This is an optimization exercise on Yosys and OpenROAD, whose aim is small area, a short achievable clock period and few clock cycles per item, not a production implementation.
Only simulation tests tie the RTL to the original design; equivalence was not proved.
No activity file was given, so power comes from the tool's default toggle rates.

`design/flow/flow/run.sh`:
```
#!/bin/bash
# Layout flow: the standard flow (standard.sh), with changes in how
# the layout is made:
#  - the port buffers are buf_2 cells instead of the cell buffer_ports picks;
#  - timing repair after CTS and global routing aims for more setup slack;
#  - clock tree synthesis uses clusters of up to 25 sinks and no dummy loads.
# The constraints (constraint.sdc, clock period) are used unchanged.
set -o pipefail
bash standard.sh \
  "BUFFER_PORTS_ARGS=-buffer_cell sky130_fd_sc_hd__buf_2" \
  SETUP_SLACK_MARGIN=7.7 \
  "CTS_ARGS=-sink_clustering_enable -repair_clock_nets -dont_use_dummy_load -sink_clustering_size 25 -sink_clustering_max_diameter 80 -num_static_layers 1" \
  finish > standard.log 2>&1
```
`design/flow/standard.sh`:
```
#!/bin/bash
# synth_recipe.tcl (not shown) runs the flow's synth.tcl, then flattens the netlist and writes it again
# the make line also repeats each setting of config.mk as NAME=value (left out here)
make -C /OpenROAD-flow-scripts/flow DESIGN_CONFIG=/design/flow/config.mk WORK_HOME=/design/flow/orfs CLKGATE_MAP_FILE= SYNTH_SCRIPT=/design/flow/synth_recipe.tcl "${@:-finish}"
```
`design/flow/config.mk`:
```
export PLATFORM = sky130hd
export DESIGN_NAME = wkcore
export DESIGN_NICKNAME = wkcore
export VERILOG_FILES = /design/flow/design.v
export SDC_FILE = /design/flow/constraint.sdc
export NUM_CORES = 4
export LEC_CHECK = 0
export CAP_MARGIN = 20
export CORE_MARGIN = 2
export CORE_UTILIZATION = 65
export SLEW_MARGIN = 20
```
`design/flow/constraint.sdc`:
```
create_clock -name core_clock -period 11.0 [get_ports {clk}]
set_input_delay 2.2000 -clock core_clock [delete_from_list [all_inputs] [get_ports {clk}]]
set_output_delay 2.2000 -clock core_clock [all_outputs]
set_load 0.01 [all_outputs]
```
`design/flow/design.v`:
```
module wk_hash_rom (
  input  wire [7:0] key,
  output wire [3:0] slot
);
  localparam [1023:0] TABLE =
      1024'h73b2b0cff8f67cd4c5923a73fe2bf64b94a09b3ee6efeaa1bc092b6f5fde62ee35ca23d30532ee80e7cc1b23f1b8174ca709484c71a2948ea7a890b79aff8da1af13a2428185736ed550288ca6b0fc5f9990a5436d7b9d8efd59b181cc5840e44cbd47c406d76751d36bdd652f25978c44e918369b22dd161d103073656a0150;
  assign slot = TABLE[{key, 2'b00} +: 4];
endmodule
module wk_dict (
  input  wire        clk,
  input  wire        init,      
  input  wire        upd,       
  input  wire [15:0] sel,       
  input  wire [31:0] word,
  output reg         eq_hi,
  output reg         eq_lo
);
  localparam [31:0] GT = 32'h9d823896;    
  wire [7:0]  k    = word[17:10];
  wire        g    = GT[{k[7], k[4], k[3], k[2], k[0]}];
  wire [5:0]  code = {k[7] ^ k[0], k[6], k[5] ^ k[0], k[4] ^ k[0], k[2], k[1]} ^ {{5{g}}, 1'b0};
  wire [29:0] wt   = {word[31:18], code, word[9:0]};
  wire [29:0] dwr0 = init ? {14'd0, 6'd0, 10'd1} : wt;
  wire [29:0] dwr1 = {dwr0[29:11], dwr0[10] | init, dwr0[9:0]};
  wire [29:0] dwr2 = {dwr0[29:12], dwr0[11] | init, dwr0[10:0]};
  reg [29:0] dict [0:15];
  reg [29:0] entry;
  integer j;
  always @(*) begin
    entry = 30'd0;
    for (j = 0; j < 16; j = j + 1)
      entry = entry | (dict[j] & {30{sel[j]}});
  end
  integer n;
  always @(posedge clk) begin
    eq_hi <= (wt[29:10] == entry[29:10]);
    eq_lo <= (wt[9:0] == entry[9:0]);
    for (n = 0; n < 16; n = n + 1)
      if (init || (upd && sel[n]))
        dict[n] <= (n == 5 || n == 6 || n == 13) ? dwr1 : (n == 8) ? dwr2 : dwr0;
  end
endmodule
module wkcore (
  input  wire        clk,
  input  wire        rst,
  input  wire        start,
  input  wire        ack,
  input  wire [31:0] page_words,
  input  wire [31:0] dst_cap_words,
  output wire        busy,
  output wire        done,
  output wire [1:0]  err,
  output wire [31:0] length,
  output wire [9:0]  pg_addr,
  output wire        pg_re,
  input  wire [31:0] pg_rdata,
  output reg  [10:0] dst_addr,
  output reg  [31:0] dst_wdata,
  output reg         dst_we
);
  reg        busy_r, done_r;
  reg [1:0]  err_r;
  reg [10:0] len_r;
  assign busy   = busy_r;
  assign done   = done_r;
  assign err    = err_r;
  assign length = {21'd0, len_r};
  reg pw_lo, pw_hi, cap_hi, cap_lo;
  always @(posedge clk) begin
    pw_lo  <= (page_words[15:0] == 16'd1024);
    pw_hi  <= (page_words[31:16] == 16'd0);
    cap_hi <= |dst_cap_words[31:11];
    cap_lo <= (dst_cap_words[10:0] >= 11'd1562);
  end
  wire pw_ok  = pw_lo & pw_hi;
  wire cap_ok = cap_hi | cap_lo;
  wire accept = start & ~busy_r;
  reg  c1;                        
  wire bad    = c1 & ~(pw_ok & cap_ok);
  reg        rd_on;
  reg [10:0] rd_cnt;
  assign pg_re   = rd_on;
  assign pg_addr = rd_cnt[9:0];
  reg        rdv, va, vb, vc;
  reg [31:0] w_a, w_b, w_c;
  reg [3:0]  s_b, s_c;
  reg [15:0] oh_b;
  reg        z_b, z_c, nzv_b;
  wire [3:0] s_a;
  wk_hash_rom u_rom (.key(w_a[17:10]), .slot(s_a));
  always @(posedge clk) begin
    w_a  <= pg_rdata;
    w_b  <= w_a;
    s_b  <= s_a;
    oh_b <= 16'd1 << s_a;
    z_b  <= (w_a == 32'd0);
    nzv_b <= va & (w_a != 32'd0);
    w_c  <= w_b;
    s_c  <= s_b;
    z_c  <= z_b;
  end
  reg  [10:0] ci;                 
  reg         fin;                
  wire        p2   = ci[10];
  wire        last = (ci[9:0] == 10'd1023);
  wire eq_hi, eq_lo;
  reg  dinit;
  always @(posedge clk)
    dinit <= accept | (vc & ~p2 & (ci[9:0] == 10'd1021));
  wk_dict u_dict (
    .clk   (clk),
    .init  (dinit),
    .upd   (nzv_b),
    .sel   (oh_b),
    .word  (w_b),
    .eq_hi (eq_hi),
    .eq_lo (eq_lo)
  );
  wire       nz   = vc & ~z_c;
  wire       qsym = nz & eq_hi;               
  wire       lsym = nz & eq_hi & ~eq_lo;      
  wire       miss = nz & ~eq_hi;              
  wire [1:0] tag  = {~z_c & (~eq_hi | eq_lo), ~z_c & eq_hi};
  reg [10:0] fptr;      
  reg [2:0]  q_mod;     
  reg [1:0]  l_mod;     
  reg [10:0] lptr;      
  reg [31:0] qacc;
  reg [19:0] lacc;
  reg [31:4] tacc;      
  reg [3:0]  t01;       
  reg [3:0]  tp01;      
  reg        qpend, tpend, h3w;
  wire       pass1 = vc & ~p2;
  wire       padq  = fin & (q_mod != 3'd0);
  wire       padl  = fin & (l_mod != 2'd0);
  wire       q_in  = (p2 & qsym) | padq;
  wire       l_in  = (p2 & lsym) | padl;
  wire [3:0] q_sym = fin ? 4'd0  : s_c;
  wire [9:0] l_sym = fin ? 10'd0 : w_c[9:0];
  reg        q7, l2;                            
  wire       lc    = l_in & l2;                 
  wire       qc    = q_in & q7;                 
  wire       tc    = vc & p2 & (ci[3:0] == 4'd15);
  wire       hdr1  = vc & p2 & (ci[9:0] == 10'd0);
  wire       hdr2  = vc & p2 & (ci[9:0] == 10'd1);
  wire [6:0] t_addr = {~|ci[9:4], ci[9:4]} + 7'd3;
  wire       idle_f = fin & ~padq & ~padl & ~qpend & ~tpend;
  wire wr_f  = pass1 & miss;
  wire wr_l  = ~pass1 & lc;
  wire wr_qp = ~pass1 & ~lc & qpend;
  wire wr_q  = ~pass1 & ~lc & ~qpend & qc;
  wire wr_t  = ~pass1 & ~lc & ~qpend & ~qc & tpend;
  wire wr_h1 = ~pass1 & ~lc & ~qpend & ~qc & ~tpend & hdr1;
  wire wr_h2 = ~pass1 & ~lc & ~qpend & ~qc & ~tpend & hdr2;
  wire wr_h3 = idle_f & ~h3w;
  wire finish = idle_f & h3w;
  always @(posedge clk) begin
    if (rst) begin
      busy_r <= 1'b0;
      done_r <= 1'b0;
      err_r  <= 2'd0;
      len_r  <= 11'd0;
      c1     <= 1'b0;
      rd_on  <= 1'b0;
      rd_cnt <= 11'd0;
      rdv    <= 1'b0;
      va     <= 1'b0;
      vb     <= 1'b0;
      vc     <= 1'b0;
      dst_we <= 1'b0;
      fin    <= 1'b0;
      qpend  <= 1'b0;
      tpend  <= 1'b0;
    end else begin
      c1 <= accept;
      if (accept) begin
        busy_r <= 1'b1;
        done_r <= 1'b0;
        err_r  <= 2'd0;
        len_r  <= 11'd0;
        rd_on  <= 1'b1;
      end else if (bad) begin
        busy_r <= 1'b0;
        done_r <= 1'b1;
        err_r  <= pw_ok ? 2'd2 : 2'd1;
        rd_on  <= 1'b0;
      end else if (finish) begin
        busy_r <= 1'b0;
        done_r <= 1'b1;
        len_r  <= lptr;
      end else if (done_r & ack) begin
        done_r <= 1'b0;
        err_r  <= 2'd0;
      end else if (rd_on & (rd_cnt == 11'd2047)) begin
        rd_on  <= 1'b0;
      end
      if (bad)
        rd_cnt <= 11'd0;
      else if (rd_on)
        rd_cnt <= rd_cnt + 11'd1;
      rdv <= rd_on & ~bad;
      va  <= rdv;
      vb  <= va;
      vc  <= vb;
      dst_we <= wr_f | wr_l | wr_qp | wr_q | wr_t | wr_h1 | wr_h2 | wr_h3;
      if (c1) begin
        fin   <= 1'b0;
        qpend <= 1'b0;
        tpend <= 1'b0;
      end else begin
        if (vc & p2 & last)
          fin <= 1'b1;
        else if (finish)
          fin <= 1'b0;
        if (wr_l & qc)
          qpend <= 1'b1;
        else if (wr_qp)
          qpend <= 1'b0;
        if (tc)
          tpend <= 1'b1;
        else if (wr_t)
          tpend <= 1'b0;
      end
    end
  end
  integer i;
  wire [2:0] q_mod_n = c1 ? 3'd0 :
                       pass1 ? (last ? 3'd0 : q_mod + {2'd0, qsym}) :
                       q_mod + {2'd0, q_in};
  wire [1:0] l_mod_n = (c1 | (~pass1 & l_in & l2)) ? 2'd0 :
                       l_mod + {1'b0, ~pass1 & l_in};
  always @(posedge clk) begin
    q_mod <= q_mod_n;
    l_mod <= l_mod_n;
    q7 <= (q_mod_n == 3'd7);
    l2 <= (l_mod_n == 2'd2);
  end
  always @(posedge clk) begin
    if (c1) begin
      ci    <= 11'd0;
      fptr  <= 11'd68;
      lptr  <= 11'd68;
      h3w   <= 1'b0;
    end else begin
      if (vc)
        ci <= ci + 11'd1;
      if (pass1) begin
        if (miss | (qsym & (q_mod == 3'd0)))
          lptr <= lptr + 11'd1;
      end else begin
        for (i = 0; i < 8; i = i + 1)
          if (q_in && q_mod == i[2:0])
            qacc[4*i +: 4] <= q_sym;
        if (l_in & ~l2) begin
          if (l_mod[0])
            lacc[19:10] <= l_sym;
          else
            lacc[9:0] <= l_sym;
        end
      end
      for (i = 0; i < 2; i = i + 1)
        if (vc && p2 && ci[3:0] == i[3:0])
          t01[2*i +: 2] <= tag;
      for (i = 2; i < 16; i = i + 1)
        if (vc && p2 && ci[3:0] == i[3:0])
          tacc[2*i +: 2] <= tag;
      if (tc)
        tp01 <= t01;
      if (wr_f | wr_qp | wr_q)
        fptr <= fptr + 11'd1;
      if (wr_l)
        lptr <= lptr + 11'd1;
      if (wr_h3)
        h3w <= 1'b1;
    end
    if (pass1) begin
      dst_addr  <= fptr;
      dst_wdata <= w_c;
    end else if (lc) begin
      dst_addr  <= lptr;
      dst_wdata <= {2'b00, l_sym, lacc[19:0]};
    end else if (qpend | qc) begin
      dst_addr  <= fptr;
      dst_wdata <= {qpend ? qacc[31:28] : q_sym, qacc[27:0]};
    end else if (tpend) begin
      dst_addr  <= {4'd0, t_addr};
      dst_wdata <= {tacc[31:4], tp01};
    end else begin
      dst_addr  <= hdr1 ? 11'd1 : hdr2 ? 11'd2 : 11'd3;
      dst_wdata <= {21'd0, hdr1 ? fptr : lptr};
    end
  end
endmodule
```
==> results of run 1 <==
==> how the worst min path moves through the flow <==
stage                     slack, ns  startpoint       to  cells after the start
final                          0.32     w_a[20]  w_b[20]                      0
after global routing           0.33     w_a[20]  w_b[20]                      0
after floorplan                0.31      s_b[0]   s_c[0]                      0
after global placement         0.31         z_b      z_c                      0
after CTS                      0.31     w_a[20]  w_b[20]                      0
after detailed placement       0.31      s_b[1]   s_c[1]                      0
==> cells by family (layout without fill, tap and decap cells) <==
kind of cell / count (synthesis) / after routing / share of synthesized area
flip-flops: 818 / 818 / 0.709
AO/OA/AOI/OAI: 500 / 500 / 0.128
AND/OR/NAND/NOR: 495 / 495 / 0.0823
buffers and inverters: 198 / 295 / 0.0312
XOR/XNOR: 77 / 77 / 0.0217
multiplexers: 44 / 44 / 0.0182
adder cells (fa/ha/maj): 25 / 25 / 0.0100
other: 1 / 22 / 0.000120
==> through the flow <==
step | util | cell area, um2
after floorplan | - | 31200
after global placement | 0.680 | 32300
after detailed placement | 0.680 | 32300
after CTS | 0.702 | 33400
after global routing | 0.704 | 33500
final | 0.704 | 33500
==> metal layers <==
layer,vias up,global-route usage,routed length (um)
met5,-,0,0
met4,0,0.0896,2250
met3,139,0.0493,8330
met2,1240,0.519,38000
met1,9816,0.464,32200
li1,8581,-,-
==> power breakdown <==
group / switching (mW) / internal [mW] / total, mW / leakage (nW)
registers: 0.0830 / 3.55 / 3.63 / 7.45
clock network: 0.867 / 0.622 / 1.49 / 0.468
logic: 0.428 / 0.189 / 0.617 / 4.03
total: 1.38 / 4.36 / 5.74 / 12.0
==> layout make-up <==
cell class,count,area (um2)
flip-flops and latches,818,22100
fillers,3241,14100
multi-input cells,1162,8210
repair buffers,226,1310
clock buffers,38,951
well taps,615,769
inverters,31,116
diodes,1,2.50
==> synthesized netlist by cell type (6+ instances only) <==
cell,n,area (um2)
nand2_1,96,360
a222oi_1,20,200
buf_4,36,270
a211oi_1,10,75.1
a221o_1,11,110
a221oi_1,129,1130
inv_1,25,93.8
ha_1,25,313
mux2i_1,34,340
edfxtp_1,568,17100
buf_1,15,56.3
a22o_1,134,1170
a311oi_1,7,61.3
xor2_1,34,298
o211ai_1,9,67.6
xnor2_1,43,377
nor4_1,30,188
nand4_1,49,307
nand2b_1,17,106
or3_1,11,68.8
o21ai_1,6,30.0
nor2_1,117,439
clkbuf_1,76,285
buf_6,7,78.8
a21o_1,23,173
nand3_1,19,95.1
dfxtp_1,250,5000
a21oi_1,51,255
buf_2,33,165
and2_1,8,50.1
a22oi_1,7,52.6
o21ai_0,39,195
and3_1,11,68.8
mux4_2,10,225
a31oi_1,8,50.1
nor2b_1,62,388
nor3_1,39,195
==> flip-flops by register name (all words and copies together) (netlist names), 2 cells and up <==
register,count
fptr,11
err_r,2
lacc,20
ci,11
dst_addr,11
l_mod,2
lptr,11
s_b,4
rd_cnt,11
u_dict.dict,480
t01,4
tacc,28
q_mod,3
w_c,32
w_b,32
oh_b,16
dst_wdata,32
w_a,32
s_c,4
qacc,32
tp01,4
len_r,11
==> what timing repair did <==
| item | in CTS | in global routing |
|---|---|---|
| hold buffers | 0 | 0 |
| endpoints found under the setup margin | 36 | 27 |
| gates resized for setup | 23 | 15 |
| setup buffers | 8 | 2 |
==> key figures, run 1 <==
GRT
  – First-pass GRT wire length: 118000 um
  – GRT Total Usage: 0.322
  – Largest net degree at the start of global routing: 75
  – Grt total ovfl: 0
  – Vias in the first global route: 18800
  – Initial antenna violation count: 0

Die
  – Core area: 47500 um2
  – Standard-cell rows: 80
  – DIE WIDTH: 223 um
  – IO Pins: 191
  – Die area: 49700 um2
  – Die height: 223 um
  – Initial Util: 0.655

Worst setup path
  – R2r endpoint: oh_b[1]
  – CP peak stage delay: 0.35 ns
  – Cell count along the critical path: 1
  – Critical Path End: pg_addr[5]
  – Arrival @ worst endpoint: 1.07 ns
  – Reg2Reg Depth: 10
  – Critical path class: flip-flop to output pin
  – Cell family with most CP delay: flip-flops
  – CP cell instances: buf_2
  – RR Startpoint: w_a[10]
  – Bufs and invs on worst path: 1
  – Crit start category: flip-flop
  – Setup crit start: rd_cnt[5]
  – Worst Path Max Fanout: 2
  – Critical Path RT: 8.80 ns
  – Reg2Reg Setup Slack: 7.80 ns
  – CP max-delay cell: dfxtp_4
  – CP Capture Type: output pin

Outcome
  – Outcome: complete, no violations

STA
  – Least-Margin Pin Slew: 1.13 ns
  – Setup_tns: 0 ns
  – # setup viols final: 0
  – Max-slew violations: 0
  – RSZ-0062 raised after global routing: yes
  – Hold Slack: 0.319 ns
  – Final Skew: 0.0532 ns
  – Tmin final: 3.27 ns
  – FMAX: 306 MHz
  – Endpoints failing hold: 0
  – Fin worst setup slack: 7.73 ns
  – Final period util: 0.297
  – Relative slew slack: 0.240

Clock network
  – Skew-Pair Late Insertion Delay: 0.61 ns
  – CTS tree: done
  – Clock root cell: clkbuf_16
  – CTS Sinks: 818
  – H-tree Lvls: 2
  – Clock Path Buffers: 3
  – Inserted Clock Buffers: 38
  – Worst-path clk slew: 0.09 ns

Power
  – Max VDD drop: 135 uV
  – Leakage power: 12.0 nW
  – Design Power: 5.74 mW
  – Power Density: 171 nW/um2

Hold path
  – Hold Crit Class: flip-flop to flip-flop

Yosys
  – Synth unique cells: 79
  – Synth Register Bits: 818
  – Seq/Total Area, Yosys: 0.709
  – Cells after Synth: 2158
  – Primary FF master, synth: edfxtp_1
  – Yosys warns: 3
  – Async set or reset register ratio after synthesis: 0
  – Post-synth EDFFs: 568
  – Cell area after synthesis: 31100 um2
  – Syn Area/Cell: 14.4 um2

Placement
  – RePlAce Congestion: 0.902
  – HPWL after DPL: 47700 um
  – Cells after DPL: 2842
  – PortBufs: 168
  – Pre-CTS setup slack: 7.19 ns

Finish
  – Commonest cells after routing, fill and taps aside: edfxtp_1, dfxtp_1, buf_2
  – Post-layout nets: 2402
  – Layout cells sized above 1: 0.146
  – Synth-to-Final Area Change: 7.50%
  – Commonest non-fill, non-tap cell in the layout: edfxtp_1
  – Layout Cells excl Fill: 2891

Routing
  – ANT nets after route: 0
  – Routed len/inst: 27.9 um
  – DR pass1 iterations: 6
  – Routed vias: 19800
  – Via density: 6.84
  – DRC violations left: 0
  – Iter 0 DRT Violations: 2943
  – Routed WL: 80800 um

Job
  – Max-cap violations: 0
Testbench counts, summed over its fixed seeds: cycles 65,908, items 32.
==> run 2, diff against run 1 <==
--- a/design/flow/flow/run.sh
+++ b/design/flow/flow/run.sh
@@ -9,5 +9,5 @@
 bash standard.sh \
   "BUFFER_PORTS_ARGS=-buffer_cell sky130_fd_sc_hd__buf_2" \
   SETUP_SLACK_MARGIN=7.7 \
-  "CTS_ARGS=-sink_clustering_enable -repair_clock_nets -dont_use_dummy_load -sink_clustering_size 25 -sink_clustering_max_diameter 80 -num_static_layers 1" \
+  "CTS_ARGS=-sink_clustering_enable -repair_clock_nets -dont_use_dummy_load -sink_clustering_size 25 -sink_clustering_max_diameter 80 -sink_clustering_levels 1" \
   finish > standard.log 2>&1
==> run 2 against run 1 <==
Effect of this change:
- clock power about the same
- critical path type unchanged
- cell area about the same
- synthesized cell count unchanged
- sequential cell count unchanged
- clock skew grew 0.0027 ns
- critical endpoint unchanged
- combinational power barely moved
- still clean on timing, DRC and antenna
- setup slack better by 0.0011 ns
- total power is essentially flat
- cell count unchanged
- global-route usage barely moved
==> key figures, run 2 <==
STA
  – Max-slew violations: 0 (unchanged)
  – Final Skew: 0.0559 ns (+0.00266 ns)
  – FMAX: 306 MHz (about the same)
  – Hold Slack: 0.317 ns (-0.00124 ns)
  – Least-Margin Pin Slew: 1.11 ns (-0.0188 ns)
  – Tmin final: 3.27 ns (-0.00114 ns)
  – RSZ-0062 raised after global routing: no
  – Final period util: 0.297 (about the same)
  – Setup_tns: 0 ns (unchanged)
  – Relative slew slack: 0.252 (+0.0126)
  – # setup viols final: 0 (unchanged)
  – Fin worst setup slack: 7.73 ns (+0.00114 ns)
  – Endpoints failing hold: 0 (unchanged)

Yosys
  – Syn Area/Cell: 14.4 um2 (unchanged)
  – Yosys warns: 3 (unchanged)
  – Post-synth EDFFs: 568 (unchanged)
  – Synth unique cells: 79 (unchanged)
  – Top-count cell post-synth: edfxtp_1
  – Area leader, netlist: edfxtp_1
  – Synth Register Bits: 818 (unchanged)
  – Cells after Synth: 2158 (unchanged)
  – Cell area after synthesis: 31100 um2 (unchanged)
  – Largest cells by area after synthesis: edfxtp_1, dfxtp_1, a22o_1, a221oi_1, nor2_1
  – Primary FF master, synth: edfxtp_1
  – Seq/Total Area, Yosys: 0.709 (unchanged)
  – Async set or reset register ratio after synthesis: 0 (unchanged)
  – Commonest cells in the netlist: edfxtp_1, dfxtp_1, a22o_1
  – Top-area cell type share of the netlist area: 0.548 (unchanged)

Clock network
  – CTS Sinks: 818 (unchanged)
  – Clock root cell: clkbuf_16
  – Skew-Pair Late Insertion Delay: 0.61 ns (about the same)
  – Worst-path clk slew: 0.09 ns (about the same)
  – Hold-fix buffers at CTS: 0 (unchanged)
  – CTS tree: done
  – Inserted Clock Buffers: 38 (unchanged)
  – H-tree Lvls: 2 (unchanged)
  – Clock Path Buffers: 3 (unchanged)

Die
  – Standard-cell rows: 80 (unchanged)
  – DIE WIDTH: 223 um (unchanged)
  – Die height: 223 um (unchanged)
  – Core area: 47500 um2 (unchanged)
  – Initial Util: 0.655 (unchanged)
  – IO Pins: 191 (unchanged)
  – Die area: 49700 um2 (unchanged)

Routing
  – DRC violations left: 0 (unchanged)
  – Via density: 6.86 (+0.27%)
  – Routed WL: 80900 um (about the same)
  – ANT nets after route: 0 (unchanged)
  – Routed len/inst: 28.0 um (about the same)
  – DR pass1 iterations: 7 (+1)
  – Routed vias: 19800 (+0.27%)
  – Iter 0 DRT Violations: 2984 (+1.4%)

GRT
  – First-pass GRT wire length: 118000 um (about the same)
  – Vias in the first global route: 18900 (+0.23%)
  – Grt total ovfl: 0 (unchanged)
  – GRT Total Usage: 0.323 (about the same)
  – Largest net degree at the start of global routing: 75 (unchanged)
  – Initial antenna violation count: 0 (unchanged)

Power
  – Internal power: 4.36 mW (about the same)
  – Max VDD drop: 135 uV (-0.27%)
  – Design Power: 5.74 mW (about the same)
  – Reg power frac: 0.633 (about the same)
  – Sw frac: 0.240 (about the same)
  – Leakage power: 11.9 nW (about the same)
  – Gate power share: 0.108 (about the same)
  – Power Density: 171 nW/um2 (about the same)
  – Clock group share of total power: 0.259 (about the same)
  – Net Sw Power: 1.38 mW (about the same)

Worst setup path
  – Worst Path Max Fanout: 2 (unchanged)
  – CP peak stage delay: 0.35 ns (about the same)
  – Cell family with most CP delay: flip-flops
  – CP cell instances: buf_2
  – CP max-delay cell: dfxtp_4
  – Bufs and invs on worst path: 1 (unchanged)
  – Critical Path RT: 8.80 ns (about the same)
  – Critical path class: flip-flop to output pin
  – Crit start category: flip-flop
  – Arrival @ worst endpoint: 1.07 ns (about the same)
  – CP Capture Type: output pin

Finish
  – Max reg flops: 480 (unchanged)
  – Layout Cells excl Fill: 2891 (unchanged)
  – Layout cells sized above 1: 0.146 (-0.000376)
  – Multi-input gate area: 8220 um2 (+0.17%)
  – Commonest non-fill, non-tap cell in the layout: edfxtp_1
  – Top reg by flops: u_dict.dict
  – Commonest cells after routing, fill and taps aside: edfxtp_1, dfxtp_1, buf_2
  – FF+latch area: 22100 um2 (about the same)
  – Fillers: 3235 (-0.19%)
  – Post-layout nets: 2401 (-0.042%)
  – Synth-to-Final Area Change: 7.52% (about the same)

Placement
  – HPWL after DPL: 47700 um (unchanged)
  – RePlAce Congestion: 0.902 (unchanged)
  – Cells after DPL: 2842 (unchanged)
  – Pre-CTS setup slack: 7.19 ns (unchanged)
  – PortBufs: 168 (unchanged)

Job
  – Max-cap violations: 0 (unchanged)

Hold path
  – Hold Crit Class: flip-flop to flip-flop

Outcome
  – Outcome: complete, no violations
-- run 2: cell counts after synthesis --
No cell type changed its count.
-- run 2: final timing paths --
path | to | start | cells after the start | slack (ns)
worst max-delay path | pg_addr[5] | rd_cnt[5] | 1 | 7.73
worst min register to register | w_b[20] | w_a[20] | 0 | 0.32
worst min-delay path | w_b[20] | w_a[20] | 0 | 0.32
worst max register to register | oh_b[1] | w_a[10] | 8 | 7.83
-- run 2: kinds of logic after synthesis --
| logic type | after synthesis | share of synthesized area |
|---|---|---|
| flip-flops | 818 | 0.709 |
| AO/OA/AOI/OAI | 500 | 0.128 |
| AND/OR/NAND/NOR | 495 | 0.0823 |
| buffers and inverters | 198 | 0.0312 |
| XOR/XNOR | 77 | 0.0217 |
| multiplexers | 44 | 0.0182 |
| adder cells (fa/ha/maj) | 25 | 0.0100 |
| other | 1 | 0.000120 |
-- run 2: routing by layer --
| metal | track usage | part of all wire |
|---|---|---|
| met5 | 0 | 0 |
| met4 | 0.100 | 0.031 |
| met3 | 0.0440 | 0.10 |
| met2 | 0.519 | 0.47 |
| met1 | 0.464 | 0.40 |
-- run 2: power groups by stage --
stage          Sequential, mW  Clock, mW  Combinational (mW)
4_1_cts                  3.63       1.50               0.604
5_1_grt                  3.65       1.59               0.654
2_1_floorplan            3.66          0               0.378
3_5_place_dp             3.70          0               0.599
6_report                 3.63       1.49               0.619
3_3_place_gp             3.69          0               0.589
-- run 2: stage by stage --
stage | utilization | cell area, um2
floorplan | - | 31200
global placement | 0.680 | 32300
detailed placement | 0.680 | 32300
CTS | 0.702 | 33400
global route | 0.704 | 33500
finish | 0.704 | 33500
-- run 2: timing repair --
item                                    4_1_cts  5_1_grt
buffers inserted                              8        1
endpoints found under the setup margin       35       27
gates resized for setup                      21       18
gates cloned                                  0        0
-- run 2: final cells by class --
| class | count | share of cell area |
|---|---|---|
| well taps | 615 | 0.0230 |
| multi-input cells | 1162 | 0.246 |
| inverters | 31 | 0.00348 |
| clock buffers | 38 | 0.0284 |
| repair buffers | 225 | 0.0388 |
| flip-flops and latches | 818 | 0.660 |
| diodes | 2 | 0.000150 |
-- run 2: worst register-to-register path: cells and delay by family (launching register included) --
family | cells | cell delay, ns
fa+ha+maj | 1 | 0.42
flops | 1 | 0.34
buf+inv | 2 | 0.43
compound gates | 2 | 0.62
simple gates | 1 | 0.32
mux | 2 | 0.97

-- re-timing with driven ports --
In the flow no input, the clock included, has a driving cell. The finished layouts below were timed again as built, in two steps.
Step 1, drivers: a clkbuf_16 drives clk and a buf_2 each remaining input, both assumed.
Step 2 times the ports against the registers' clock, not the clock port: input delays grow and output delays shrink by t, the midpoint of the rising clock arrivals with the driver on.
a / b / c = no drivers / after step 1 / after step 2; a / b = the first two.
| run | shift t [ns] | setup slack, ns | latest minus earliest clock arrival (ns) | worst register clock-pin slew, ns | pins driven straight from the clock port |
|---|---|---|---|---|---|
| run 1 | 0.641 | 7.732 / 7.671 / 7.601 | 0.053 / 0.053 | 0.10 / 0.10 | 1 |
| run 2 | 0.636 | 7.733 / 7.675 / 7.601 | 0.056 / 0.056 | 0.10 / 0.10 | 1 |
After both steps every run listed still meets setup and hold. For run 2, which loses most, drivers alone change the setup slack by -0.058 ns; drivers and shift together by -0.132 ns.
